Source: an optimization exercise on an open RTL-to-GDS flow (aim: small area, a short achievable clock period and few clock cycles). Production flows keep margins and buffers that such runs may drop. Only simulation tests tie the RTL to the original design; equivalence was not proved. Power figures rest on the tool's default switching activity, not on a simulated workload.

==> flow/design.v (excerpt) <==
module bitrat_enc (
    input  wire        clk,
    input  wire        rst,         
    input  wire        start,
    input  wire        prev_bit,
    input  wire [12:0] len,         
    output reg  [11:0] in_addr,
    input  wire [7:0]  in_data,
    output reg         out_we,
    output reg  [12:0] out_addr,
    output reg  [7:0]  out_data,
    output reg         busy,
    output reg         done,
    output reg  [7:0]  cmask,
    output reg  [3:0]  maskw,
    output wire [12:0] count,
    output wire        last
);
    localparam [2:0] S_IDLE = 3'd0,
                     S_B2   = 3'd1,   
                     S_B1   = 3'd2,   
                     S_RUN  = 3'd3,   
                     S_GW   = 3'd4,   
                     S_PW   = 3'd5,   
                     S_SW   = 3'd6,   
                     S_RB   = 3'd7;   
    reg [2:0]  st;
    reg [12:0] lenr;      
    reg        lastb;     
    reg        fullp;     
    reg        f_gs, f_bs, f_ps, f_ss;       
    reg        f_ge, f_be, f_pe, f_se;       
    reg [7:0]  d;
    reg        lit;       
    reg        mbit;      
    reg        mode;      
    reg [12:0] ocur;      
    reg [12:0] gpos, ppos, spos;
    reg        g_has, p_has, s_has;    
    reg        pend_pw, pend_sw;       
    reg [7:0]  gmask, pmask, smask;
    reg [5:0]  ln;        
    reg [12:0] ocur_b;
    reg        p_has_b, s_has_b, mbit_b;
    assign count = ocur;
    assign last  = mbit;
    function [10:0] inc11(input [10:0] x);
        integer i;
        for (i = 0; i < 11; i = i + 1)
            inc11[i] = x[i] ^ ((x & ((11'd1 << i) - 11'd1)) == ((11'd1 << i) - 11'd1));
    endfunction
    function [11:0] inc12(input [11:0] x);
        integer i;
        for (i = 0; i < 12; i = i + 1)
            inc12[i] = x[i] ^ ((x & ((12'd1 << i) - 12'd1)) == ((12'd1 << i) - 12'd1));
    endfunction
    function [6:0] dec7(input [6:0] x);
        integer i;
        for (i = 0; i < 7; i = i + 1)
            dec7[i] = x[i] ^ ((x & ((7'd1 << i) - 7'd1)) == 7'd0);
    endfunction
    function [10:0] dec11(input [10:0] x);
        integer i;
        for (i = 0; i < 11; i = i + 1)
  ...
Size in the first run: ~190 flip-flops, about 0.011 mm² of cells after synthesis.
Settings: LEC_CHECK=0, CAP_MARGIN=20, CORE_MARGIN=2, CORE_UTILIZATION=70, SETUP_SLACK_MARGIN=2.6, SLEW_MARGIN=20, TNS_END_PERCENT=20, BUFFER_PORTS_ARGS=-buffer_cell sky130_fd_sc_hd__buf_1; clock period 5.0 ns.
standard.sh (not shown) runs the stock make flow with config.mk's settings and CLKGATE_MAP_FILE= SYNTH_SCRIPT=/design/flow/synth_recipe.tcl, a recipe that flattens the netlist after the stock synthesis.
==> flow/flow/run.sh <==
#!/bin/bash
# Standard layout, with the port buffers made from the smallest buffer
# (buf_1) instead of the default choice; repair may still resize them.
set -euo pipefail
echo 'export BUFFER_PORTS_ARGS = -buffer_cell sky130_fd_sc_hd__buf_1' >> config.mk
bash standard.sh finish > standard.log 2>&1
The starting point completed without violations.
Testbench counts at the start, summed over its fixed seeds: cycles 340,437.
Edit:
ABC_CLOCK_PERIOD_IN_PS = 2600   (was not set)
CORE_UTILIZATION = 40   (was 70)
SETUP_SLACK_MARGIN = 2.7   (was 2.6)
TNS_END_PERCENT = not set   (was 20)
After rerunning:
- The changed run produced a clean layout
- non-clock buffer count goes up by 34
- routed wire length climbs by a few percent
- hold slack degrades by 13 ps
- power increases by a few percent
- utilization decreases by 33 points
- critical path depth rises by 2
- cell area went up by a few percent
Edit:
==> flow/flow/run.sh (replaced) <==
#!/bin/bash
# Standard layout, with two changes: the port buffers are made from the
# smallest buffer (buf_1) instead of the default choice (repair may still
# resize them), and adders are left to ABC instead of being mapped to
# ripple chains of half/full adder cells before it.
set -euo pipefail
echo 'export BUFFER_PORTS_ARGS = -buffer_cell sky130_fd_sc_hd__buf_1' >> config.mk
echo 'export ADDER_MAP_FILE =' >> config.mk
bash standard.sh finish > standard.log 2>&1
ABC_CLOCK_PERIOD_IN_PS = not set   (was 2600)
CORE_UTILIZATION = 70   (was 40)
SETUP_SLACK_MARGIN = 2.6   (was 2.7)
Outcome:
- synthesized cell count rises by 2.9%
- wire length falls by 1.3%
- synthesized area falls by 2.5%
- worst setup slack gets worse by 48 ps
Edit:
==> flow/run.sh (new file) <==
#!/bin/bash
# synth_recipe.tcl (not shown) runs the flow's synth.tcl, then flattens the netlist and writes it again
# the make line also repeats each setting of config.mk as NAME=value (left out here)
make -C /OpenROAD-flow-scripts/flow DESIGN_CONFIG=/design/flow/config.mk WORK_HOME=/design/flow/orfs CLKGATE_MAP_FILE= SYNTH_SCRIPT=/design/flow/synth_recipe.tcl finish
ABC_CLOCK_PERIOD_IN_PS = 2000   (was not set)
BUFFER_PORTS_ARGS = not set   (was -buffer_cell sky130_fd_sc_hd__buf_1)
CORE_UTILIZATION = 40   (was 70)
SETUP_SLACK_MARGIN = 2.4   (was 2.6)
removed: flow/flow/run.sh
removed: flow/standard.sh
Outcome: The new run produced a clean layout; design area rose by 7.0%; die area increases by 77%; flip-flop and latch count stays the same; clock power is higher by about 5%; sequential share of layout area came out lower by 2.8 points; count of clock-buffer cells in the layout falls by 2.
Edit:
==> flow/flow/run.sh (new file) <==
#!/bin/bash
# Standard layout, with two changes: the port buffers are made from the
# smallest buffer (buf_1) instead of the default choice (repair may still
# resize them), and adders are left to ABC instead of being mapped to
# ripple chains of half/full adder cells before it.
set -euo pipefail
echo 'export BUFFER_PORTS_ARGS = -buffer_cell sky130_fd_sc_hd__buf_1' >> config.mk
echo 'export ADDER_MAP_FILE =' >> config.mk
bash standard.sh finish > standard.log 2>&1
==> flow/standard.sh (new file) <==
#!/bin/bash
# synth_recipe.tcl (not shown) runs the flow's synth.tcl, then flattens the netlist and writes it again
# the make line also repeats each setting of config.mk as NAME=value (left out here)
make -C /OpenROAD-flow-scripts/flow DESIGN_CONFIG=/design/flow/config.mk WORK_HOME=/design/flow/orfs CLKGATE_MAP_FILE= SYNTH_SCRIPT=/design/flow/synth_recipe.tcl "${@:-finish}"
ABC_CLOCK_PERIOD_IN_PS = not set   (was 2000)
BUFFER_PORTS_ARGS = -buffer_cell sky130_fd_sc_hd__buf_1   (was not set)
CORE_UTILIZATION = 70   (was 40)
SETUP_SLACK_MARGIN = 2.7   (was 2.4)
removed: flow/run.sh
What happened: Cell area went down by 4.7%. Global-route usage went up by 17 points. Die area went down by 43%. Via count went up by 12%. Worst hold slack got worse by 18 ps. Core utilization went up by 35 points. Clock-buffer cell count went up by 2. Cell count went down by 7.3%. Non-clock buffer count went up by 24. Worst setup slack improved by 280 ps. Routed wire length went up by 1.8%.

==> afterwards: timing with drivers on the ports <==
No port has a modelled driver above. Below, the same layouts with a new extraction and two added sets of constraints.
Step 1 (the two cells are an assumption about what drives the block):
set clk [get_ports {clk}]
set_driving_cell -lib_cell sky130_fd_sc_hd__clkbuf_16 $clk
set_driving_cell -lib_cell sky130_fd_sc_hd__buf_2 [delete_from_list [all_inputs] $clk]
Step 2 moves the port delays by t, midway between the first and last clock arrival at a register: inputs arrive t later, outputs are due t later. That takes back most of the time a late clock gives input paths.
a / b / c = ideal / step 1 / step 2; a / b = the first two.
run | t (ns) | slack for setup (ns) | worst setup path after step 2 | slew at the worst register clock pin (ns) | worst slew at a driven data input, ns
the first run | 0.479 | 2.468 / 2.468 / 2.350 | input to register | 0.07 / 0.07 | 0.06
the second run | 0.487 | 2.632 / 2.632 / 2.350 | input to register | 0.08 / 0.08 | 0.06
the third run | 0.477 | 2.584 / 2.584 / 2.327 | input to register | 0.07 / 0.07 | 0.03
the fourth run | 0.483 | 2.341 / 2.341 / 2.087 | input to register | 0.07 / 0.07 | 0.05
the fifth run | 0.491 | 2.623 / 2.623 / 2.360 | input to register | 0.07 / 0.07 | 0.03
After both steps setup and hold are still met in every run listed. The setup slack of the second run, which loses most, moves by 0.000 ns with the drivers and by -0.282 ns with both steps.
